Source: an optimization exercise on an open RTL-to-GDS flow (aim: small area, a short achievable clock period and few clock cycles per item). Production flows keep margins and buffers that such runs may drop. For this run, only the layout was checked, not whether the RTL still works. Power figures rest on the tool's default switching activity, not on a simulated workload.

<file path="design/flow/flow/run.sh">
#!/bin/bash
# The standard layout, with these changes to how it is made:
#  - the port buffers are made from the smallest buffer cell (buf_1);
#  - the pins of each header bit sit side by side (flow/io.tcl);
#  - clock tree synthesis adds no dummy loads;
#  - the port buffers of the CRC and check outputs are buf_4 (flow/outbuf.tcl);
#  - after floorplan, every combinational cell is set to the smallest drive
#    strength of its footprint, so that the later timing repair sizes up
#    only what the timing needs.
# Each tool's output goes to a log of its own in the work folder.
set -euo pipefail
cd "$(dirname "$0")/.."
W=$PWD
R=$W/orfs/results/${FLOW_PLATFORM:-sky130hd}/dtl_hdr_codec/base
PB="BUFFER_PORTS_ARGS=-buffer_cell sky130_fd_sc_hd__buf_1"
IO="PRE_IO_PLACEMENT_TCL=$W/flow/io.tcl"
CTS="CTS_ARGS=-sink_clustering_enable -repair_clock_nets -dont_use_dummy_load"
bash standard.sh "$PB" "$IO" floorplan > flow_make_floorplan.log 2>&1
RESULTS=$R openroad -no_init -exit flow/downsize.tcl > flow_downsize.log 2>&1
bash standard.sh "$PB" "$IO" place > flow_make_place.log 2>&1
RESULTS=$R openroad -no_init -exit flow/outbuf.tcl > flow_outbuf.log 2>&1
bash standard.sh "$PB" "$IO" "$CTS" finish > flow_make_finish.log 2>&1
</file>
<file path="design/flow/flow/downsize.tcl">
# Set every combinational cell of 2_floorplan.odb to the smallest drive
# strength (_1) of its footprint. Registers, clock cells and tie cells stay.
set lib $::env(FLOW_HOME)/platforms/sky130hd/lib/sky130_fd_sc_hd__tt_025C_1v80.lib
read_liberty $lib
read_db $::env(RESULTS)/2_floorplan.odb
set db [ord::get_db]
set n 0
foreach inst [[ord::get_db_block] getInsts] {
  set m [[$inst getMaster] getName]
  if {![regexp {^(sky130_fd_sc_hd__[a-z0-9]+)_([0-9]+)$} $m -> base size]} { continue }
  if {$size == 1} { continue }
  if {[regexp {__(df|sdf|edf|dl|clk|conb|tap|fill|decap|diode|probe|lpflow)} $base]} { continue }
  set target ${base}_1
  set tm [$db findMaster $target]
  if {$tm == "NULL" || $tm == ""} { continue }
  puts "downsize [$inst getName] $m -> $target"
  $inst swapMaster $tm
  incr n
}
puts "downsized $n cells"
write_db $::env(RESULTS)/2_floorplan.odb
</file>
<file path="design/flow/flow/io.tcl">
# Pin order: each header bit's sample sign, field input and both outputs side
# by side, bits in order around the die, in the middle part of each edge.
set_io_pin_constraint -group -order -region bottom:60-240 -pin_names {hdr_in[7] b_plen[11] hdr_out[0] r_plen[11] hdr_in[15] b_plen[10] hdr_out[1] r_plen[10] hdr_in[23] b_plen[9] hdr_out[2] r_plen[9] hdr_in[31] b_plen[8] hdr_out[3] r_plen[8] hdr_in[39] b_plen[7] hdr_out[4] r_plen[7] hdr_in[47] b_plen[6] hdr_out[5] r_plen[6] hdr_in[55] b_plen[5] hdr_out[6] r_plen[5] hdr_in[63] b_plen[4] hdr_out[7] r_plen[4] hdr_in[71] b_plen[3] hdr_out[8] r_plen[3] hdr_in[79] b_plen[2] hdr_out[9] r_plen[2] hdr_in[87] b_plen[1] hdr_out[10] r_plen[1] hdr_in[95] b_plen[0] hdr_out[11] r_plen[0] hdr_in[103] b_seq[11] hdr_out[12] r_seq[11] hdr_in[111] b_seq[10] hdr_out[13] r_seq[10] hdr_in[119] b_seq[9] hdr_out[14] r_seq[9] hdr_in[127] b_seq[8] hdr_out[15] r_seq[8] hdr_in[135] b_seq[7] hdr_out[16] r_seq[7] hdr_in[143] b_seq[6] hdr_out[17] r_seq[6] hdr_in[151] b_seq[5] hdr_out[18] r_seq[5] hdr_in[159] b_seq[4] hdr_out[19] r_seq[4] hdr_in[167] b_seq[3] hdr_out[20] r_seq[3] hdr_in[679] hdr_out[84] hdr_in[687] hdr_out[85] hdr_in[695] hdr_out[86] cmd_op cmd_scr_en}
set_io_pin_constraint -group -order -region right:60-240 -pin_names {hdr_in[175] b_seq[2] hdr_out[21] r_seq[2] hdr_in[183] b_seq[1] hdr_out[22] r_seq[1] hdr_in[191] b_seq[0] hdr_out[23] r_seq[0] hdr_in[199] b_mod[3] hdr_out[24] r_mod[3] hdr_in[207] b_mod[2] hdr_out[25] r_mod[2] hdr_in[215] b_mod[1] hdr_out[26] r_mod[1] hdr_in[223] b_mod[0] hdr_out[27] r_mod[0] hdr_in[231] b_fec[3] hdr_out[28] r_fec[3] hdr_in[239] b_fec[2] hdr_out[29] r_fec[2] hdr_in[247] b_fec[1] hdr_out[30] r_fec[1] hdr_in[255] b_fec[0] hdr_out[31] r_fec[0] hdr_in[263] b_flen[7] hdr_out[32] r_flen[7] hdr_in[271] b_flen[6] hdr_out[33] r_flen[6] hdr_in[279] b_flen[5] hdr_out[34] r_flen[5] hdr_in[287] b_flen[4] hdr_out[35] r_flen[4] hdr_in[295] b_flen[3] hdr_out[36] r_flen[3] hdr_in[303] b_flen[2] hdr_out[37] r_flen[2] hdr_in[311] b_flen[1] hdr_out[38] r_flen[1] hdr_in[319] b_flen[0] hdr_out[39] r_flen[0] hdr_in[327] b_cwid[7] hdr_out[40] r_cwid[7] hdr_in[335] b_cwid[6] hdr_out[41] r_cwid[6] hdr_in[703] hdr_out[87] hdr_in[711] hdr_out[88] hdr_in[719] hdr_out[89] cmd_valid rst}
set_io_pin_constraint -group -order -region top:60-240 -pin_names {hdr_in[343] b_cwid[5] hdr_out[42] r_cwid[5] hdr_in[351] b_cwid[4] hdr_out[43] r_cwid[4] hdr_in[359] b_cwid[3] hdr_out[44] r_cwid[3] hdr_in[367] b_cwid[2] hdr_out[45] r_cwid[2] hdr_in[375] b_cwid[1] hdr_out[46] r_cwid[1] hdr_in[383] b_cwid[0] hdr_out[47] r_cwid[0] hdr_in[391] b_off[13] hdr_out[48] r_off[13] hdr_in[399] b_off[12] hdr_out[49] r_off[12] hdr_in[407] b_off[11] hdr_out[50] r_off[11] hdr_in[415] b_off[10] hdr_out[51] r_off[10] hdr_in[423] b_off[9] hdr_out[52] r_off[9] hdr_in[431] b_off[8] hdr_out[53] r_off[8] hdr_in[439] b_off[7] hdr_out[54] r_off[7] hdr_in[447] b_off[6] hdr_out[55] r_off[6] hdr_in[455] b_off[5] hdr_out[56] r_off[5] hdr_in[463] b_off[4] hdr_out[57] r_off[4] hdr_in[471] b_off[3] hdr_out[58] r_off[3] hdr_in[479] b_off[2] hdr_out[59] r_off[2] hdr_in[487] b_off[1] hdr_out[60] r_off[1] hdr_in[495] b_off[0] hdr_out[61] r_off[0] hdr_in[503] b_short[13] hdr_out[62] r_short[13] hdr_in[727] hdr_out[90] hdr_in[735] hdr_out[91] hdr_in[743] hdr_out[92] clk res_ok}
set_io_pin_constraint -group -order -region left:60-240 -pin_names {hdr_in[511] b_short[12] hdr_out[63] r_short[12] hdr_in[519] b_short[11] hdr_out[64] r_short[11] hdr_in[527] b_short[10] hdr_out[65] r_short[10] hdr_in[535] b_short[9] hdr_out[66] r_short[9] hdr_in[543] b_short[8] hdr_out[67] r_short[8] hdr_in[551] b_short[7] hdr_out[68] r_short[7] hdr_in[559] b_short[6] hdr_out[69] r_short[6] hdr_in[567] b_short[5] hdr_out[70] r_short[5] hdr_in[575] b_short[4] hdr_out[71] r_short[4] hdr_in[583] b_short[3] hdr_out[72] r_short[3] hdr_in[591] b_short[2] hdr_out[73] r_short[2] hdr_in[599] b_short[1] hdr_out[74] r_short[1] hdr_in[607] b_short[0] hdr_out[75] r_short[0] hdr_in[615] b_emod[3] hdr_out[76] r_emod[3] hdr_in[623] b_emod[2] hdr_out[77] r_emod[2] hdr_in[631] b_emod[1] hdr_out[78] r_emod[1] hdr_in[639] b_emod[0] hdr_out[79] r_emod[0] hdr_in[647] b_efec[3] hdr_out[80] r_efec[3] hdr_in[655] b_efec[2] hdr_out[81] r_efec[2] hdr_in[663] b_efec[1] hdr_out[82] r_efec[1] hdr_in[671] b_efec[0] hdr_out[83] r_efec[0] hdr_in[751] hdr_out[93] hdr_in[759] hdr_out[94] hdr_in[767] hdr_out[95] res_valid cmd_ready}
</file>
<file path="design/flow/flow/outbuf.tcl">
# Give the output ports fed from the CRC / check registers a buf_4 as their
# port buffer (buffer_ports made them buf_1): those registers sit by the CRC
# network, far from their pins.
set lib $::env(FLOW_HOME)/platforms/sky130hd/lib/sky130_fd_sc_hd__tt_025C_1v80.lib
read_liberty $lib
read_db $::env(RESULTS)/3_place.odb
set db [ord::get_db]
set block [ord::get_db_block]
set m4 [$db findMaster sky130_fd_sc_hd__buf_4]
set ports {res_ok}
for {set k 88} {$k < 96} {incr k} { lappend ports "hdr_out\[$k\]" }
foreach p $ports {
  set bt [$block findBTerm $p]
  if {$bt == "NULL"} { continue }
  set net [$bt getNet]
  foreach it [$net getITerms] {
    set inst [$it getInst]
    set mn [[$inst getMaster] getName]
    if {[$it isOutputSignal] && [string match "sky130_fd_sc_hd__buf_*" $mn]} {
      puts "upsize [$inst getName] $mn -> sky130_fd_sc_hd__buf_4 (drives $p)"
      $inst swapMaster $m4
    }
  }
}
write_db $::env(RESULTS)/3_place.odb
</file>
<file path="design/flow/standard.sh">
#!/bin/bash
# synth_recipe.tcl (not shown) runs the flow's synth.tcl, then flattens the netlist and writes it again
# the make line also repeats each setting of config.mk as NAME=value (left out here)
make -C /OpenROAD-flow-scripts/flow DESIGN_CONFIG=/design/flow/config.mk WORK_HOME=/design/flow/orfs CLKGATE_MAP_FILE= SYNTH_SCRIPT=/design/flow/synth_recipe.tcl "${@:-finish}"
</file>
<file path="design/flow/config.mk">
export PLATFORM = sky130hd
export DESIGN_NAME = dtl_hdr_codec
export DESIGN_NICKNAME = dtl_hdr_codec
export VERILOG_FILES = /design/flow/design.v
export SDC_FILE = /design/flow/constraint.sdc
export NUM_CORES = 4
export LEC_CHECK = 0
export CAP_MARGIN = 20
export CORE_AREA = 10 10 290 290
export DIE_AREA = 0 0 300 300
export PLACE_DENSITY = 0.7
export SETUP_SLACK_MARGIN = 2.9
export SLEW_MARGIN = 20
export SYNTH_HIERARCHICAL = 1
export SYNTH_MINIMUM_KEEP_SIZE = 0
export TNS_END_PERCENT = 30
</file>
<file path="design/flow/constraint.sdc">
create_clock -name core_clock -period 5.0 [get_ports {clk}]
set_input_delay 1.0000 -clock core_clock [delete_from_list [all_inputs] [get_ports {clk}]]
set_output_delay 1.0000 -clock core_clock [all_outputs]
set_load 0.01 [all_outputs]
</file>
<file path="design/flow/design.v">
module dtl_hdr_codec (
    input  wire         clk,
    input  wire         rst,
    input  wire         cmd_valid,
    output wire         cmd_ready,
    input  wire         cmd_op,        
    input  wire         cmd_scr_en,    
    input  wire [11:0]  b_plen,
    input  wire [11:0]  b_seq,
    input  wire [3:0]   b_mod,
    input  wire [3:0]   b_fec,
    input  wire [7:0]   b_flen,
    input  wire [7:0]   b_cwid,
    input  wire [13:0]  b_off,
    input  wire [13:0]  b_short,
    input  wire [3:0]   b_emod,
    input  wire [3:0]   b_efec,
    input  wire [767:0] hdr_in,
    output wire         res_valid,
    output wire [95:0]  hdr_out,       
    output wire         res_ok,        
    output wire [11:0]  r_plen,
    output wire [11:0]  r_seq,
    output wire [3:0]   r_mod,
    output wire [3:0]   r_fec,
    output wire [7:0]   r_flen,
    output wire [7:0]   r_cwid,
    output wire [13:0]  r_off,
    output wire [13:0]  r_short,
    output wire [3:0]   r_emod,
    output wire [3:0]   r_efec
);
    localparam HB = 96;
    localparam [95:0] SCR_SEQ = 96'h542de72b306d746440934f70;
    reg [HB-1:0] body_bits;    
    reg [HB-1:0] sign_bits;    
    integer k;
    always @* begin
        body_bits = {HB{1'b0}};
        for (k = 0; k < 12; k = k + 1) body_bits[ 0 + k] = b_plen [11 - k];
        for (k = 0; k < 12; k = k + 1) body_bits[12 + k] = b_seq  [11 - k];
        for (k = 0; k < 4;  k = k + 1) body_bits[24 + k] = b_mod  [3 - k];
        for (k = 0; k < 4;  k = k + 1) body_bits[28 + k] = b_fec  [3 - k];
        for (k = 0; k < 8;  k = k + 1) body_bits[32 + k] = b_flen [7 - k];
        for (k = 0; k < 8;  k = k + 1) body_bits[40 + k] = b_cwid [7 - k];
        for (k = 0; k < 14; k = k + 1) body_bits[48 + k] = b_off  [13 - k];
        for (k = 0; k < 14; k = k + 1) body_bits[62 + k] = b_short[13 - k];
        for (k = 0; k < 4;  k = k + 1) body_bits[76 + k] = b_emod [3 - k];
        for (k = 0; k < 4;  k = k + 1) body_bits[80 + k] = b_efec [3 - k];
    end
    always @* begin
        for (k = 0; k < HB; k = k + 1) sign_bits[k] = hdr_in[8*k + 7];
    end
    assign cmd_ready = 1'b1;
    wire        op_n = ~cmd_op;
    wire [83:0] a_m;
    genvar gi;
    generate
        for (gi = 0; gi < 84; gi = gi + 1) begin : g_sel
            dtl_aoi22 u_m (.a1(cmd_op), .a2(sign_bits[gi]), .b1(op_n), .b2(body_bits[gi]), .y(a_m[gi]));
        end
    endgenerate
    wire [83:0] a_d;
    assign a_d[0] = a_m[0];    
    assign a_d[1] = a_m[1];    
    assign a_d[2] = a_m[2];    
    assign a_d[3] = a_m[3];    
    dtl_xnor2 u_s4 (.a(a_m[4]), .b(cmd_scr_en), .y(a_d[4]));
    dtl_xnor2 u_s5 (.a(a_m[5]), .b(cmd_scr_en), .y(a_d[5]));
    dtl_xnor2 u_s6 (.a(a_m[6]), .b(cmd_scr_en), .y(a_d[6]));
    dtl_xor2 u_z7 (.a(a_m[7]), .b(a_m[39]), .y(a_d[7]));
    dtl_xor2 u_z8 (.a(a_m[8]), .b(a_m[53]), .y(a_d[8]));
    dtl_xnor2 u_s9 (.a(a_m[9]), .b(cmd_scr_en), .y(a_d[9]));
    dtl_xnor2 u_s10 (.a(a_m[10]), .b(cmd_scr_en), .y(a_d[10]));
    dtl_xnor2 u_s11 (.a(a_m[11]), .b(cmd_scr_en), .y(a_d[11]));
    assign a_d[12] = a_m[12];    
    assign a_d[13] = a_m[13];    
    dtl_xnor2 u_s14 (.a(a_m[14]), .b(cmd_scr_en), .y(a_d[14]));
    dtl_xor2 u_z15 (.a(a_m[15]), .b(a_m[2]), .y(a_d[15]));
    dtl_xnor2 u_s16 (.a(a_m[16]), .b(cmd_scr_en), .y(a_d[16]));
    dtl_xnor2 u_s17 (.a(a_m[17]), .b(cmd_scr_en), .y(a_d[17]));
    assign a_d[18] = a_m[18];    
    dtl_xor2 u_z19 (.a(a_m[19]), .b(a_m[13]), .y(a_d[19]));
    dtl_xnor2 u_s20 (.a(a_m[20]), .b(cmd_scr_en), .y(a_d[20]));
    assign a_d[21] = a_m[21];    
    assign a_d[22] = a_m[22];    
    dtl_xnor2 u_s23 (.a(a_m[23]), .b(cmd_scr_en), .y(a_d[23]));
    assign a_d[24] = a_m[24];    
    assign a_d[25] = a_m[25];    
    assign a_d[26] = a_m[26];    
    assign a_d[27] = a_m[27];    
    assign a_d[28] = a_m[28];    
    dtl_xor2 u_z29 (.a(a_m[29]), .b(a_m[25]), .y(a_d[29]));
    dtl_xor2 u_z30 (.a(a_m[30]), .b(a_m[74]), .y(a_d[30]));
    dtl_xor2 u_z31 (.a(a_m[31]), .b(a_m[35]), .y(a_d[31]));
    dtl_xor2 u_z32 (.a(a_m[32]), .b(a_m[43]), .y(a_d[32]));
    dtl_xor2 u_z33 (.a(a_m[33]), .b(a_m[81]), .y(a_d[33]));
    dtl_xor2 u_z34 (.a(a_m[34]), .b(a_m[69]), .y(a_d[34]));
    assign a_d[35] = a_m[35];    
    assign a_d[36] = a_m[36];    
    dtl_xnor2 u_s37 (.a(a_m[37]), .b(cmd_scr_en), .y(a_d[37]));
    dtl_xnor2 u_s38 (.a(a_m[38]), .b(cmd_scr_en), .y(a_d[38]));
    assign a_d[39] = a_m[39];    
    assign a_d[40] = a_m[40];    
    dtl_xor2 u_z41 (.a(a_m[41]), .b(a_m[3]), .y(a_d[41]));
    dtl_xnor2 u_s42 (.a(a_m[42]), .b(cmd_scr_en), .y(a_d[42]));
    assign a_d[43] = a_m[43];    
    dtl_xnor2 u_s44 (.a(a_m[44]), .b(cmd_scr_en), .y(a_d[44]));
    dtl_xnor2 u_s45 (.a(a_m[45]), .b(cmd_scr_en), .y(a_d[45]));
    dtl_xor2 u_z46 (.a(a_m[46]), .b(a_m[73]), .y(a_d[46]));
    assign a_d[47] = a_m[47];    
    dtl_xnor2 u_s48 (.a(a_m[48]), .b(cmd_scr_en), .y(a_d[48]));
    dtl_xor2 u_z49 (.a(a_m[49]), .b(a_m[58]), .y(a_d[49]));
    dtl_xor2 u_z50 (.a(a_m[50]), .b(a_m[5]), .y(a_d[50]));
    dtl_xor2 u_z51 (.a(a_m[51]), .b(a_m[6]), .y(a_d[51]));
    assign a_d[52] = a_m[52];    
    dtl_xnor2 u_s53 (.a(a_m[53]), .b(cmd_scr_en), .y(a_d[53]));
    dtl_xnor2 u_s54 (.a(a_m[54]), .b(cmd_scr_en), .y(a_d[54]));
    dtl_xor2 u_z55 (.a(a_m[55]), .b(a_m[71]), .y(a_d[55]));
    assign a_d[56] = a_m[56];    
    dtl_xor2 u_z57 (.a(a_m[57]), .b(a_m[24]), .y(a_d[57]));
    assign a_d[58] = a_m[58];    
    assign a_d[59] = a_m[59];    
    dtl_xor2 u_z60 (.a(a_m[60]), .b(a_m[4]), .y(a_d[60]));
    dtl_xnor2 u_s61 (.a(a_m[61]), .b(cmd_scr_en), .y(a_d[61]));
    dtl_xor2 u_z62 (.a(a_m[62]), .b(a_m[40]), .y(a_d[62]));
    dtl_xor2 u_z63 (.a(a_m[63]), .b(a_m[70]), .y(a_d[63]));
    dtl_xor2 u_z64 (.a(a_m[64]), .b(a_m[42]), .y(a_d[64]));
    dtl_xor2 u_z65 (.a(a_m[65]), .b(a_m[48]), .y(a_d[65]));
    dtl_xor2 u_z66 (.a(a_m[66]), .b(a_m[21]), .y(a_d[66]));
    dtl_xor2 u_z67 (.a(a_m[67]), .b(a_m[72]), .y(a_d[67]));
    dtl_xor2 u_z68 (.a(a_m[68]), .b(a_m[75]), .y(a_d[68]));
    dtl_xnor2 u_s69 (.a(a_m[69]), .b(cmd_scr_en), .y(a_d[69]));
    assign a_d[70] = a_m[70];    
    assign a_d[71] = a_m[71];    
    dtl_xnor2 u_s72 (.a(a_m[72]), .b(cmd_scr_en), .y(a_d[72]));
    dtl_xnor2 u_s73 (.a(a_m[73]), .b(cmd_scr_en), .y(a_d[73]));
    dtl_xnor2 u_s74 (.a(a_m[74]), .b(cmd_scr_en), .y(a_d[74]));
    assign a_d[75] = a_m[75];    
    dtl_xor2 u_z76 (.a(a_m[76]), .b(a_m[0]), .y(a_d[76]));
    dtl_xnor2 u_s77 (.a(a_m[77]), .b(cmd_scr_en), .y(a_d[77]));
    dtl_xnor2 u_s78 (.a(a_m[78]), .b(cmd_scr_en), .y(a_d[78]));
    dtl_xnor2 u_s79 (.a(a_m[79]), .b(cmd_scr_en), .y(a_d[79]));
    dtl_xor2 u_z80 (.a(a_m[80]), .b(a_m[38]), .y(a_d[80]));
    assign a_d[81] = a_m[81];    
    dtl_xnor2 u_s82 (.a(a_m[82]), .b(cmd_scr_en), .y(a_d[82]));
    dtl_xor2 u_z83 (.a(a_m[83]), .b(a_m[37]), .y(a_d[83]));
    wire [7:0] u_d;
    assign u_d[0] = (cmd_op & (sign_bits[88])) ^ (cmd_scr_en & !cmd_op);
    assign u_d[1] = (cmd_op & (sign_bits[89]));
    assign u_d[2] = (cmd_op & (sign_bits[84] ^ sign_bits[90])) ^ cmd_scr_en;
    assign u_d[3] = (cmd_op & (sign_bits[84] ^ sign_bits[85] ^ sign_bits[91])) ^ cmd_scr_en;
    assign u_d[4] = (cmd_op & (sign_bits[84] ^ sign_bits[85] ^ sign_bits[86] ^ sign_bits[92]));
    assign u_d[5] = (cmd_op & (sign_bits[85] ^ sign_bits[86] ^ sign_bits[87] ^ sign_bits[93])) ^ (cmd_scr_en & cmd_op);
    assign u_d[6] = (cmd_op & (sign_bits[86] ^ sign_bits[87] ^ sign_bits[94])) ^ cmd_scr_en;
    assign u_d[7] = (cmd_op & (sign_bits[87] ^ sign_bits[95])) ^ (cmd_scr_en & !cmd_op);
    reg        a_v;
    reg [83:0] a_y;
    reg [7:0]  a_u;
    reg        a_en;
    always @(posedge clk) begin
        if (rst) a_v <= 1'b0;
        else     a_v <= cmd_valid;
        a_y  <= a_d;
        a_u  <= u_d;
        a_en <= cmd_scr_en;
    end
    wire [83:0] y;
    assign y[0] = ~a_y[0];
    assign y[1] = ~a_y[1];
    assign y[2] = ~a_y[2];
    assign y[3] = ~a_y[3];
    assign y[4] = a_y[4];
    assign y[5] = a_y[5];
    assign y[6] = a_y[6];
    dtl_xnor2 u_r7 (.a(a_y[7]), .b(a_y[39]), .y(y[7]));
    dtl_xor2  u_r8 (.a(a_y[8]), .b(a_y[53]), .y(y[8]));
    assign y[9] = a_y[9];
    assign y[10] = a_y[10];
    assign y[11] = a_y[11];
    assign y[12] = ~a_y[12];
    assign y[13] = ~a_y[13];
    assign y[14] = a_y[14];
    dtl_xnor2 u_r15 (.a(a_y[15]), .b(a_y[2]), .y(y[15]));
    assign y[16] = a_y[16];
    assign y[17] = a_y[17];
    assign y[18] = ~a_y[18];
    dtl_xnor2 u_r19 (.a(a_y[19]), .b(a_y[13]), .y(y[19]));
    assign y[20] = a_y[20];
    assign y[21] = ~a_y[21];
    assign y[22] = ~a_y[22];
    assign y[23] = a_y[23];
    assign y[24] = ~a_y[24];
    assign y[25] = ~a_y[25];
    assign y[26] = ~a_y[26];
    assign y[27] = ~a_y[27];
    assign y[28] = ~a_y[28];
    dtl_xnor2 u_r29 (.a(a_y[29]), .b(a_y[25]), .y(y[29]));
    dtl_xor2  u_r30 (.a(a_y[30]), .b(a_y[74]), .y(y[30]));
    dtl_xnor2 u_r31 (.a(a_y[31]), .b(a_y[35]), .y(y[31]));
    dtl_xnor2 u_r32 (.a(a_y[32]), .b(a_y[43]), .y(y[32]));
    dtl_xnor2 u_r33 (.a(a_y[33]), .b(a_y[81]), .y(y[33]));
    dtl_xor2  u_r34 (.a(a_y[34]), .b(a_y[69]), .y(y[34]));
    assign y[35] = ~a_y[35];
    assign y[36] = ~a_y[36];
    assign y[37] = a_y[37];
    assign y[38] = a_y[38];
    assign y[39] = ~a_y[39];
    assign y[40] = ~a_y[40];
    dtl_xnor2 u_r41 (.a(a_y[41]), .b(a_y[3]), .y(y[41]));
    assign y[42] = a_y[42];
    assign y[43] = ~a_y[43];
    assign y[44] = a_y[44];
    assign y[45] = a_y[45];
    dtl_xor2  u_r46 (.a(a_y[46]), .b(a_y[73]), .y(y[46]));
    assign y[47] = ~a_y[47];
    assign y[48] = a_y[48];
    dtl_xnor2 u_r49 (.a(a_y[49]), .b(a_y[58]), .y(y[49]));
    dtl_xor2  u_r50 (.a(a_y[50]), .b(a_y[5]), .y(y[50]));
    dtl_xor2  u_r51 (.a(a_y[51]), .b(a_y[6]), .y(y[51]));
    assign y[52] = ~a_y[52];
    assign y[53] = a_y[53];
    assign y[54] = a_y[54];
    dtl_xnor2 u_r55 (.a(a_y[55]), .b(a_y[71]), .y(y[55]));
    assign y[56] = ~a_y[56];
    dtl_xnor2 u_r57 (.a(a_y[57]), .b(a_y[24]), .y(y[57]));
    assign y[58] = ~a_y[58];
    assign y[59] = ~a_y[59];
    dtl_xor2  u_r60 (.a(a_y[60]), .b(a_y[4]), .y(y[60]));
    assign y[61] = a_y[61];
    dtl_xnor2 u_r62 (.a(a_y[62]), .b(a_y[40]), .y(y[62]));
    dtl_xnor2 u_r63 (.a(a_y[63]), .b(a_y[70]), .y(y[63]));
    dtl_xor2  u_r64 (.a(a_y[64]), .b(a_y[42]), .y(y[64]));
    dtl_xor2  u_r65 (.a(a_y[65]), .b(a_y[48]), .y(y[65]));
    dtl_xnor2 u_r66 (.a(a_y[66]), .b(a_y[21]), .y(y[66]));
    dtl_xor2  u_r67 (.a(a_y[67]), .b(a_y[72]), .y(y[67]));
    dtl_xnor2 u_r68 (.a(a_y[68]), .b(a_y[75]), .y(y[68]));
    assign y[69] = a_y[69];
    assign y[70] = ~a_y[70];
    assign y[71] = ~a_y[71];
    assign y[72] = a_y[72];
    assign y[73] = a_y[73];
    assign y[74] = a_y[74];
    assign y[75] = ~a_y[75];
    dtl_xnor2 u_r76 (.a(a_y[76]), .b(a_y[0]), .y(y[76]));
    assign y[77] = a_y[77];
    assign y[78] = a_y[78];
    assign y[79] = a_y[79];
    dtl_xor2  u_r80 (.a(a_y[80]), .b(a_y[38]), .y(y[80]));
    assign y[81] = ~a_y[81];
    assign y[82] = a_y[82];
    dtl_xor2  u_r83 (.a(a_y[83]), .b(a_y[37]), .y(y[83]));
    wire n0;
    dtl_xor2  u_n0 (.a(a_y[44]), .b(a_y[7]), .y(n0));
    wire n1;
    dtl_xor2  u_n1 (.a(a_y[27]), .b(a_y[41]), .y(n1));
    wire n2;
    dtl_xor2  u_n2 (.a(a_y[26]), .b(a_y[59]), .y(n2));
    wire n3;
    dtl_xor2  u_n3 (.a(a_y[22]), .b(a_y[36]), .y(n3));
    wire n4;
    dtl_xor2  u_n4 (.a(a_y[12]), .b(a_y[23]), .y(n4));
    wire n5;
    dtl_xor2  u_n5 (.a(a_y[28]), .b(a_y[57]), .y(n5));
    wire n6;
    dtl_xor2  u_n6 (.a(a_y[1]), .b(a_y[54]), .y(n6));
    wire n7;
    dtl_xor2  u_n7 (.a(a_y[19]), .b(a_y[37]), .y(n7));
    wire n8;
    dtl_xor2  u_n8 (.a(a_y[38]), .b(a_y[83]), .y(n8));
    wire n9;
    dtl_xor2  u_n9 (.a(a_y[20]), .b(a_y[82]), .y(n9));
    wire n10;
    dtl_xor2  u_n10 (.a(a_y[48]), .b(a_y[79]), .y(n10));
    wire n11;
    dtl_xor2  u_n11 (.a(a_y[18]), .b(a_y[52]), .y(n11));
    wire n12;
    dtl_xor2  u_n12 (.a(a_y[64]), .b(a_y[71]), .y(n12));
    wire n13;
    dtl_xor2  u_n13 (.a(a_y[14]), .b(a_y[39]), .y(n13));
    wire n14;
    dtl_xor2  u_n14 (.a(a_y[10]), .b(a_y[57]), .y(n14));
    wire n15;
    dtl_xor2  u_n15 (.a(a_y[45]), .b(a_y[50]), .y(n15));
    wire n16;
    dtl_xor2  u_n16 (.a(a_y[13]), .b(a_y[30]), .y(n16));
    wire n17;
    dtl_xor2  u_n17 (.a(a_y[15]), .b(a_y[29]), .y(n17));
    wire n18;
    dtl_xor2  u_n18 (.a(a_y[46]), .b(a_y[68]), .y(n18));
    wire n19;
    dtl_xor2  u_n19 (.a(a_y[47]), .b(a_y[73]), .y(n19));
    wire n20;
    dtl_xor2  u_n20 (.a(a_y[65]), .b(a_y[75]), .y(n20));
    wire n21;
    dtl_xor2  u_n21 (.a(a_y[34]), .b(a_y[76]), .y(n21));
    wire n22;
    dtl_xor2  u_n22 (.a(a_y[23]), .b(a_y[56]), .y(n22));
    wire n23;
    dtl_xor2  u_n23 (.a(a_y[77]), .b(a_y[9]), .y(n23));
    wire n24;
    dtl_xor2  u_n24 (.a(a_y[17]), .b(a_y[31]), .y(n24));
    wire n25;
    dtl_xor2  u_n25 (.a(a_y[32]), .b(a_y[81]), .y(n25));
    wire n26;
    dtl_xor2  u_n26 (.a(a_y[16]), .b(a_y[24]), .y(n26));
    wire n27;
    dtl_xor2  u_n27 (.a(a_y[51]), .b(a_y[55]), .y(n27));
    wire n28;
    dtl_xor2  u_n28 (.a(a_y[11]), .b(a_y[67]), .y(n28));
    wire n29;
    dtl_xor2  u_n29 (.a(a_y[53]), .b(a_y[66]), .y(n29));
    wire n30;
    dtl_xor2  u_n30 (.a(a_y[74]), .b(a_y[80]), .y(n30));
    wire n31;
    dtl_xor2  u_n31 (.a(a_y[58]), .b(a_y[63]), .y(n31));
    wire n32;
    dtl_xor2  u_n32 (.a(a_y[49]), .b(a_y[70]), .y(n32));
    wire n33;
    dtl_xor2  u_n33 (.a(a_y[43]), .b(a_y[72]), .y(n33));
    wire n34;
    dtl_xor2  u_n34 (.a(a_y[5]), .b(a_y[61]), .y(n34));
    wire n35;
    dtl_xor2  u_n35 (.a(a_y[6]), .b(a_y[8]), .y(n35));
    wire n36;
    dtl_xor2  u_n36 (.a(a_y[42]), .b(a_y[60]), .y(n36));
    wire n37;
    dtl_xor2  u_n37 (.a(a_y[2]), .b(a_y[3]), .y(n37));
    wire n38;
    dtl_xor2  u_n38 (.a(a_y[62]), .b(a_y[78]), .y(n38));
    wire n39;
    dtl_xor2  u_n39 (.a(a_y[35]), .b(a_y[40]), .y(n39));
    wire n40;
    dtl_xor2  u_n40 (.a(a_y[0]), .b(a_y[33]), .y(n40));
    wire n41;
    dtl_xor2  u_n41 (.a(a_y[65]), .b(a_y[21]), .y(n41));
    wire n42;
    dtl_xor2  u_n42 (.a(a_y[8]), .b(a_y[19]), .y(n42));
    wire n43;
    dtl_xor2  u_n43 (.a(a_y[45]), .b(a_y[60]), .y(n43));
    wire n44;
    dtl_xor2  u_n44 (.a(a_u[0]), .b(a_y[25]), .y(n44));
    wire n45;
    dtl_xor2  u_n45 (.a(a_y[55]), .b(a_y[41]), .y(n45));
    wire n46;
    dtl_xor2  u_n46 (.a(a_y[44]), .b(a_u[1]), .y(n46));
    wire n47;
    dtl_xor2  u_n47 (.a(a_y[61]), .b(a_y[33]), .y(n47));
    wire n48;
    dtl_xor2  u_n48 (.a(a_y[66]), .b(a_y[4]), .y(n48));
    wire n49;
    dtl_xor2  u_n49 (.a(a_y[50]), .b(a_y[83]), .y(n49));
    wire n50;
    dtl_xor2  u_n50 (.a(a_y[82]), .b(a_y[21]), .y(n50));
    wire n51;
    dtl_xor2  u_n51 (.a(a_y[15]), .b(a_u[2]), .y(n51));
    wire n52;
    dtl_xor2  u_n52 (.a(a_y[67]), .b(a_y[47]), .y(n52));
    wire n53;
    dtl_xor2  u_n53 (.a(a_y[51]), .b(a_y[14]), .y(n53));
    wire n54;
    dtl_xor2  u_n54 (.a(a_y[22]), .b(a_y[1]), .y(n54));
    wire n55;
    dtl_xor2  u_n55 (.a(a_y[77]), .b(a_y[25]), .y(n55));
    wire n56;
    dtl_xor2  u_n56 (.a(a_u[3]), .b(a_y[63]), .y(n56));
    wire n57;
    dtl_xor2  u_n57 (.a(a_y[11]), .b(a_y[7]), .y(n57));
    wire n58;
    dtl_xor2  u_n58 (.a(a_y[16]), .b(a_y[52]), .y(n58));
    wire n59;
    dtl_xor2  u_n59 (.a(a_y[26]), .b(a_y[32]), .y(n59));
    wire n60;
    dtl_xor2  u_n60 (.a(a_y[36]), .b(a_u[4]), .y(n60));
    wire n61;
    dtl_xor2  u_n61 (.a(a_y[49]), .b(a_y[4]), .y(n61));
    wire n62;
    dtl_xor2  u_n62 (.a(a_y[76]), .b(a_y[17]), .y(n62));
    wire n63;
    dtl_xor2  u_n63 (.a(a_y[18]), .b(a_u[5]), .y(n63));
    wire n64;
    dtl_xor2  u_n64 (.a(a_y[62]), .b(a_y[30]), .y(n64));
    wire n65;
    dtl_xor2  u_n65 (.a(a_y[29]), .b(a_y[79]), .y(n65));
    wire n66;
    dtl_xor2  u_n66 (.a(a_y[9]), .b(a_y[64]), .y(n66));
    wire n67;
    dtl_xor2  u_n67 (.a(a_y[46]), .b(a_y[69]), .y(n67));
    wire n68;
    dtl_xor2  u_n68 (.a(a_y[78]), .b(a_u[6]), .y(n68));
    wire n69;
    dtl_xor2  u_n69 (.a(a_y[34]), .b(a_y[27]), .y(n69));
    wire n70;
    dtl_xor2  u_n70 (.a(a_y[80]), .b(a_y[56]), .y(n70));
    wire n71;
    dtl_xor2  u_n71 (.a(a_u[7]), .b(a_y[31]), .y(n71));
    wire n72;
    dtl_xor2  u_n72 (.a(a_y[20]), .b(a_y[59]), .y(n72));
    wire n73;
    dtl_xor2  u_n73 (.a(a_y[1]), .b(a_y[68]), .y(n73));
    wire n74;
    dtl_xor2  u_n74 (.a(n2), .b(n3), .y(n74));
    wire n75;
    dtl_xor2  u_n75 (.a(n6), .b(n9), .y(n75));
    wire n76;
    dtl_xor2  u_n76 (.a(n0), .b(n12), .y(n76));
    wire n77;
    dtl_xor2  u_n77 (.a(n1), .b(n31), .y(n77));
    wire n78;
    dtl_xor2  u_n78 (.a(n34), .b(n5), .y(n78));
    wire n79;
    dtl_xor2  u_n79 (.a(n17), .b(n4), .y(n79));
    wire n80;
    dtl_xor2  u_n80 (.a(n13), .b(n32), .y(n80));
    wire n81;
    dtl_xor2  u_n81 (.a(n22), .b(n8), .y(n81));
    wire n82;
    dtl_xor2  u_n82 (.a(n1), .b(n36), .y(n82));
    wire n83;
    dtl_xor2  u_n83 (.a(n15), .b(n26), .y(n83));
    wire n84;
    dtl_xor2  u_n84 (.a(n40), .b(n7), .y(n84));
    wire n85;
    dtl_xor2  u_n85 (.a(n16), .b(n27), .y(n85));
    wire n86;
    dtl_xor2  u_n86 (.a(n25), .b(n28), .y(n86));
    wire n87;
    dtl_xor2  u_n87 (.a(n11), .b(n19), .y(n87));
    wire n88;
    dtl_xor2  u_n88 (.a(n0), .b(n20), .y(n88));
    wire n89;
    dtl_xor2  u_n89 (.a(n14), .b(n29), .y(n89));
    wire n90;
    dtl_xor2  u_n90 (.a(n41), .b(n3), .y(n90));
    wire n91;
    dtl_xor2  u_n91 (.a(n39), .b(n5), .y(n91));
    wire n92;
    dtl_xor2  u_n92 (.a(n37), .b(n43), .y(n92));
    wire n93;
    dtl_xor2  u_n93 (.a(n44), .b(n30), .y(n93));
    wire n94;
    dtl_xor2  u_n94 (.a(n21), .b(n42), .y(n94));
    wire n95;
    dtl_xor2  u_n95 (.a(n18), .b(n46), .y(n95));
    wire n96;
    dtl_xor2  u_n96 (.a(n39), .b(n45), .y(n96));
    wire n97;
    dtl_xor2  u_n97 (.a(n48), .b(n49), .y(n97));
    wire n98;
    dtl_xor2  u_n98 (.a(n47), .b(n23), .y(n98));
    wire n99;
    dtl_xor2  u_n99 (.a(a_y[10]), .b(n51), .y(n99));
    wire n100;
    dtl_xor2  u_n100 (.a(n38), .b(n21), .y(n100));
    wire n101;
    dtl_xor2  u_n101 (.a(n50), .b(n52), .y(n101));
    wire n102;
    dtl_xor2  u_n102 (.a(n56), .b(n58), .y(n102));
    wire n103;
    dtl_xor2  u_n103 (.a(n33), .b(n10), .y(n103));
    wire n104;
    dtl_xor2  u_n104 (.a(n53), .b(n18), .y(n104));
    wire n105;
    dtl_xor2  u_n105 (.a(n55), .b(n57), .y(n105));
    wire n106;
    dtl_xor2  u_n106 (.a(n54), .b(n24), .y(n106));
    wire n107;
    dtl_xor2  u_n107 (.a(n30), .b(n61), .y(n107));
    wire n108;
    dtl_xor2  u_n108 (.a(n38), .b(n60), .y(n108));
    wire n109;
    dtl_xor2  u_n109 (.a(n59), .b(n35), .y(n109));
    wire n110;
    dtl_xor2  u_n110 (.a(n62), .b(a_y[69]), .y(n110));
    wire n111;
    dtl_xor2  u_n111 (.a(n63), .b(n23), .y(n111));
    wire n112;
    dtl_xor2  u_n112 (.a(n6), .b(n65), .y(n112));
    wire n113;
    dtl_xor2  u_n113 (.a(n35), .b(n2), .y(n113));
    wire n114;
    dtl_xor2  u_n114 (.a(n33), .b(n64), .y(n114));
    wire n115;
    dtl_xor2  u_n115 (.a(n68), .b(n66), .y(n115));
    wire n116;
    dtl_xor2  u_n116 (.a(n24), .b(n67), .y(n116));
    wire n117;
    dtl_xor2  u_n117 (.a(n70), .b(n72), .y(n117));
    wire n118;
    dtl_xor2  u_n118 (.a(n10), .b(n37), .y(n118));
    wire n119;
    dtl_xor2  u_n119 (.a(n69), .b(n73), .y(n119));
    wire n120;
    dtl_xor2  u_n120 (.a(n4), .b(n71), .y(n120));
    wire n121;
    dtl_xor2  u_n121 (.a(n77), .b(n88), .y(n121));
    wire n122;
    dtl_xor2  u_n122 (.a(n81), .b(n82), .y(n122));
    wire n123;
    dtl_xor2  u_n123 (.a(n75), .b(n80), .y(n123));
    wire n124;
    dtl_xor2  u_n124 (.a(n76), .b(n87), .y(n124));
    wire n125;
    dtl_xor2  u_n125 (.a(n74), .b(n85), .y(n125));
    wire n126;
    dtl_xor2  u_n126 (.a(n93), .b(n92), .y(n126));
    wire n127;
    dtl_xor2  u_n127 (.a(n90), .b(n86), .y(n127));
    wire n128;
    dtl_xor2  u_n128 (.a(n91), .b(n94), .y(n128));
    wire n129;
    dtl_xor2  u_n129 (.a(n96), .b(n95), .y(n129));
    wire n130;
    dtl_xor2  u_n130 (.a(n97), .b(n74), .y(n130));
    wire n131;
    dtl_xor2  u_n131 (.a(n98), .b(n79), .y(n131));
    wire n132;
    dtl_xor2  u_n132 (.a(n99), .b(n83), .y(n132));
    wire n133;
    dtl_xor2  u_n133 (.a(n101), .b(n100), .y(n133));
    wire n134;
    dtl_xor2  u_n134 (.a(n106), .b(n103), .y(n134));
    wire n135;
    dtl_xor2  u_n135 (.a(n102), .b(n78), .y(n135));
    wire n136;
    dtl_xor2  u_n136 (.a(n104), .b(n105), .y(n136));
    wire n137;
    dtl_xor2  u_n137 (.a(n79), .b(n110), .y(n137));
    wire n138;
    dtl_xor2  u_n138 (.a(n108), .b(n78), .y(n138));
    wire n139;
    dtl_xor2  u_n139 (.a(n107), .b(n109), .y(n139));
    wire n140;
    dtl_xor2  u_n140 (.a(n114), .b(n111), .y(n140));
    wire n141;
    dtl_xor2  u_n141 (.a(n113), .b(n84), .y(n141));
    wire n142;
    dtl_xor2  u_n142 (.a(n83), .b(n112), .y(n142));
    wire n143;
    dtl_xor2  u_n143 (.a(n89), .b(n86), .y(n143));
    wire n144;
    dtl_xor2  u_n144 (.a(n116), .b(n115), .y(n144));
    wire n145;
    dtl_xor2  u_n145 (.a(n84), .b(n120), .y(n145));
    wire n146;
    dtl_xor2  u_n146 (.a(n119), .b(n89), .y(n146));
    wire n147;
    dtl_xor2  u_n147 (.a(n117), .b(n118), .y(n147));
    wire n148;
    dtl_xor2  u_n148 (.a(n127), .b(n123), .y(n148));
    wire n149;
    dtl_xor2  u_n149 (.a(n128), .b(n126), .y(n149));
    wire n150;
    dtl_xor2  u_n150 (.a(n131), .b(n123), .y(n150));
    wire n151;
    dtl_xor2  u_n151 (.a(n129), .b(n130), .y(n151));
    wire n152;
    dtl_xor2  u_n152 (.a(n132), .b(n133), .y(n152));
    wire n153;
    dtl_xor2  u_n153 (.a(n122), .b(n125), .y(n153));
    wire n154;
    dtl_xor2  u_n154 (.a(n135), .b(n134), .y(n154));
    wire n155;
    dtl_xor2  u_n155 (.a(n136), .b(n122), .y(n155));
    wire n156;
    dtl_xor2  u_n156 (.a(n138), .b(n124), .y(n156));
    wire n157;
    dtl_xor2  u_n157 (.a(n139), .b(n137), .y(n157));
    wire n158;
    dtl_xor2  u_n158 (.a(n141), .b(n142), .y(n158));
    wire n159;
    dtl_xor2  u_n159 (.a(n121), .b(n140), .y(n159));
    wire n160;
    dtl_xor2  u_n160 (.a(n144), .b(n143), .y(n160));
    wire n161;
    dtl_xor2  u_n161 (.a(n125), .b(n121), .y(n161));
    wire n162;
    dtl_xor2  u_n162 (.a(n147), .b(n146), .y(n162));
    wire n163;
    dtl_xor2  u_n163 (.a(n124), .b(n145), .y(n163));
    wire n164;
    dtl_xnor2 u_n164 (.a(n149), .b(n148), .y(n164));
    wire n165;
    dtl_xor2  u_n165 (.a(n150), .b(n151), .y(n165));
    wire n166;
    dtl_xor2  u_n166 (.a(n152), .b(n153), .y(n166));
    wire n167;
    dtl_xor2  u_n167 (.a(n155), .b(n154), .y(n167));
    wire n168;
    dtl_xor2  u_n168 (.a(n156), .b(n157), .y(n168));
    wire n169;
    dtl_xor2  u_n169 (.a(n158), .b(n159), .y(n169));
    wire n170;
    dtl_xnor2 u_n170 (.a(n160), .b(n161), .y(n170));
    wire n171;
    dtl_xor2  u_n171 (.a(n163), .b(n162), .y(n171));
    wire [7:0] t = {n171, n170, n169, n168, n167, n166, n165, n164};
    wire [3:0] ok_a;
    wire [1:0] ok_b;
    wire       ok;
    dtl_nor2  u_ok_a0 (.a(t[0]), .b(t[1]), .y(ok_a[0]));
    dtl_nor2  u_ok_a1 (.a(t[2]), .b(t[3]), .y(ok_a[1]));
    dtl_nor2  u_ok_a2 (.a(t[4]), .b(t[5]), .y(ok_a[2]));
    dtl_nor2  u_ok_a3 (.a(t[6]), .b(t[7]), .y(ok_a[3]));
    dtl_nand2 u_ok_b0 (.a(ok_a[0]), .b(ok_a[1]), .y(ok_b[0]));
    dtl_nand2 u_ok_b1 (.a(ok_a[2]), .b(ok_a[3]), .y(ok_b[1]));
    dtl_nor2  u_ok_c  (.a(ok_b[0]), .b(ok_b[1]), .y(ok));
    reg          b_v;
    reg [83:0]   b_y;
    reg          b_r85;         
    reg [7:0]    b_t;
    reg          b_ok;
    always @(posedge clk) begin
        if (rst) b_v <= 1'b0;
        else     b_v <= a_v;
        b_y   <= y;
        b_r85 <= a_en;
        b_t   <= t;
        b_ok  <= ok;
    end
    assign res_valid = b_v;
    assign hdr_out   = {b_t, 2'b00, b_r85, 1'b0, b_y};
    assign res_ok    = b_ok;
    genvar g;
    generate
        for (g = 0; g < 12; g = g + 1) begin : g_plen
            assign r_plen[11 - g] = b_y[ 0 + g];
            assign r_seq [11 - g] = b_y[12 + g];
        end
        for (g = 0; g < 4; g = g + 1) begin : g_id
            assign r_mod [3 - g] = b_y[24 + g];
            assign r_fec [3 - g] = b_y[28 + g];
            assign r_emod[3 - g] = b_y[76 + g];
            assign r_efec[3 - g] = b_y[80 + g];
        end
        for (g = 0; g < 8; g = g + 1) begin : g_byte
            assign r_flen[7 - g] = b_y[32 + g];
            assign r_cwid[7 - g] = b_y[40 + g];
        end
        for (g = 0; g < 14; g = g + 1) begin : g_wide
            assign r_off  [13 - g] = b_y[48 + g];
            assign r_short[13 - g] = b_y[62 + g];
        end
    endgenerate
endmodule
module dtl_aoi22 (input wire a1, input wire a2, input wire b1, input wire b2, output wire y);
    assign y = ~((a1 & a2) | (b1 & b2));
endmodule
module dtl_xnor2 (input wire a, input wire b, output wire y);
    assign y = ~(a ^ b);
endmodule
module dtl_nor2 (input wire a, input wire b, output wire y);
    assign y = ~(a | b);
endmodule
module dtl_nand2 (input wire a, input wire b, output wire y);
    assign y = ~(a & b);
endmodule
module dtl_xor2 (input wire a, input wire b, output wire y);
    assign y = a ^ b;
endmodule
</file>
==> impl_metrics.env <==
export IMPL_drive_gt1_share_pct=14.2
export IMPL_gp_congestion=0.864
export IMPL_drt_iter0_drc=227
export IMPL_initial_core_util_pct=10.4
export IMPL_place_ws_ps=1480
export IMPL_post_dp_hpwl_um=35400
export IMPL_ioPinCount=1040
export IMPL_synthToLayoutAreaGrowth_pct=31.5
export IMPL_path_clk_slew_ps=60
export IMPL_grt_max_degree=68
export IMPL_hp_class="flop to flop"
export IMPL_post_drt_wl_per_cell_um=20.2
export IMPL_slowest_stage="dfxtp_1"
export IMPL_holdWs_ps=334
export IMPL_cp_cell_sequence="buf_1"
export IMPL_r2r_cells=8
export IMPL_ir_drop_v=0.000346
export IMPL_p_leak_nw=3.92
export IMPL_cp_slowest_stage_delay_ps=470
export IMPL_netlist_instances=681
export IMPL_tns_ps=0
export IMPL_power_mw=5.27
export IMPL_worst_pin_slew_ps=682
export IMPL_hold_buffers=0
export IMPL_cts_path_max_buffers=2
export IMPL_grt_pass1_vias=6215
export IMPL_min_period_over_period_pct=42.8
export IMPL_setup_viol=0
export IMPL_end_kind="output pin"
export IMPL_startpoint_type="flop"
export IMPL_post_route_min_period_ps=2140
export IMPL_synthTopCellsByArea="dfxtp_1 (47%), xor2_1 (23%), a22oi_2 (13%)"
export IMPL_hold_start="a_en"
export IMPL_worst_clock_skew_ps=26.3
export IMPL_hold_path_end="b_r85"
export IMPL_r2r_end="b_ok"
export IMPL_cts_tree="yes"
export IMPL_clk_latency_ps=480
export IMPL_num_vias=5657
export IMPL_grt_pass1_wl_um=52900
export IMPL_cts_root_buf="clkbuf_16"
export IMPL_hold_depth=0
export IMPL_cts_buffers=17
export IMPL_worstReg2RegStart="a_y[37]"
export IMPL_worstPathBufferInverterCount=1
export IMPL_rsz0062_at_grt="true"
export IMPL_viasPerCell=2.79
export IMPL_synth_area_per_cell_sq_um=11.9
export IMPL_dieHeight_um=300
export IMPL_synth_warnings=7
export IMPL_ant_nets=0
export IMPL_dpl_cell_area_sq_mm=0.00972
export IMPL_powerDensity_mw_per_mm2=494
export IMPL_grt_usage_pct=8.90
export IMPL_synth_distinct_cells=16
export IMPL_ys_ff_latch=189
export IMPL_drv_cap=0
export IMPL_dieWidth_um=300
export IMPL_synth_area_leader_cell="dfxtp_1"
export IMPL_hold_viol_final=0
export IMPL_status="finished clean"
export IMPL_worstPathMaxFanout=2
export IMPL_drcViolationCount=0
export IMPL_core_area_sq_mm=0.0776
export IMPL_clock_fmax_mhz=467
export IMPL_cts_sinks=189
export IMPL_fin_area_sq_mm=0.0107
export IMPL_yosysMostFrequentCell="xor2_1"
export IMPL_async_flop_share_pct=0
export IMPL_path_delay_family="flip-flops"
export IMPL_synthFlopType="dfxtp_1"
export IMPL_die_area_sq_mm=0.0900
export IMPL_cp_required_ps=4000
export IMPL_first_pass_iters=4
export IMPL_synth_edf_count=0
export IMPL_synth_top_area_share_pct=46.7
export IMPL_slew_headroom_pct=54.5
export IMPL_antenna_found_initial=11
export IMPL_numPortBuffers=363
export IMPL_regToRegSetupSlack_ps=2900
export IMPL_synth_commonest_cells="xor2_1 (213), dfxtp_1 (189), buf_4 (90)"
export IMPL_core_rowCount=102
export IMPL_htreeDepth=4
export IMPL_grt_overflow=0
export IMPL_fin_ws_ps=2860
export IMPL_wl_um=40900
export IMPL_nets=1846
export IMPL_critPathKind="flop to output pin"
export IMPL_seq_area_frac_synth_pct=46.7
export IMPL_cp_arrival_ps=1140
export IMPL_maxSlewViolCount=0
export IMPL_synth_area_sq_mm=0.00811
==> power breakdown <==
| part | switching (mW) | leakage, nW | internal, mW | total [mW] |
|---|---|---|---|---|
| combinational | 1.22 | 2.12 | 0.777 | 2.00 |
| clock | 0.584 | 0.210 | 0.590 | 1.17 |
| sequential | 0.312 | 1.59 | 1.78 | 2.09 |
| total | 2.12 | 3.92 | 3.15 | 5.27 |
==> stage by stage <==
stage	cells	utilization, %
after CTS	2026	13.6
after global routing	2028	13.7
after detailed placement	1999	12.5
after global placement	1999	12.5
final	2029	13.7
after floorplan	683	-
==> repair_timing <==
item | CTS | global route
setup endpoints to repair | 151 | 90
gates cloned | 1 | 0
setup buffers | 9 | 1
gates resized for setup | 63 | 42
pin swaps | 9 | 1
==> cells in the final DEF (no fill, tap or decap), types with 8 or more instances in the layout <==
cell,n
xor2_1,201
buf_4,18
xor2_2,11
dfxtp_1,155
a22oi_1,50
a22oi_2,34
dfxtp_2,32
clkbuf_2,15
xnor2_1,52
buf_1,336
nor2_1,8
clkbuf_16,17
inv_1,28
==> logic make-up after synthesis <==
| group | count (synthesis) | synth area share, % |
|---|---|---|
| xor+xnor | 268 | 29.5 |
| flops | 189 | 46.7 |
| buf+inv | 120 | 9.72 |
| compound gates | 85 | 13.0 |
| simple gates | 16 | 0.864 |
| other cells | 2 | 0.0926 |
| mux | 1 | 0.139 |
==> Yosys stat by module (local to each module, per instance) <==
| module | times used | flip-flops and latches | cells |
|---|---|---|---|
| dtl_xnor2 | 46 | 0 | 1 |
| dtl_nor2 | 5 | 0 | 1 |
| dtl_nand2 | 2 | 0 | 1 |
| dtl_xor2 | 210 | 0 | 1 |
| dtl_aoi22 | 84 | 0 | 1 |
| dtl_hdr_codec | 1 | 189 | 334 |
==> how the worst max path moves through the flow <==
stage,startpoint,endpoint,depth (start not counted)
after floorplan,cmd_op,a_y[30],4
after global placement,cmd_op,a_y[32],5
after detailed placement,cmd_op,a_y[8],5
after CTS,b_y[57],r_off[4],1
after global routing,a_y[38],b_ok,8
final,b_y[7],r_plen[4],1
==> state kept, by name (all words and copies together), names as in the netlist <==
signal  flops
b_v         1
b_y        84
a_v         1
b_ok        1
b_t         8
b_r85       1
a_y        84
a_u         8
a_en        1
==> metal layers <==
metal	up-vias	GRT usage [%]	wire length, um
met2	262	15.0	19800
met5	-	0	23
li1	2715	-	-
met4	4	2.43	543
met3	33	2.79	3100
met1	2643	10.8	17400
==> cell type report <==
class                      count  area [sq um]
fill                        8839         66900
sequential                   189          3830
multi-input combinational    374          3390
timing repair buffer         377          1590
tap                         1040          1300
clock buffer                  17           425
inverter                      29           113
timing repair inverter         1          5.00
antenna                        2          5.00

separate check: timing with driven ports:
The flow's constraints put no driver on any port. The routed layout listed below was extracted and timed again, unchanged, in two steps. Step 1 assumes that a clkbuf_16 drives the clock port and a buf_2 every other input. Step 2 moves the port delays by t, midway between the first and last clock arrival at a register: inputs arrive t later, outputs are due t later. That takes back most of the time a late clock gives input paths. Slacks: no drivers / after step 1 / after step 2; pairs: no drivers / after step 1.
t, ns: 0.524
setup WS [ns]: 2.859 / 2.807 / 2.387
clock arrival spread, ns: 0.029 / 0.028
worst data-port slew with drivers (ns): 0.18
After both steps this run still meets setup and hold. For this run, drivers alone change the setup slack by -0.052 ns; drivers and shift together by -0.472 ns.
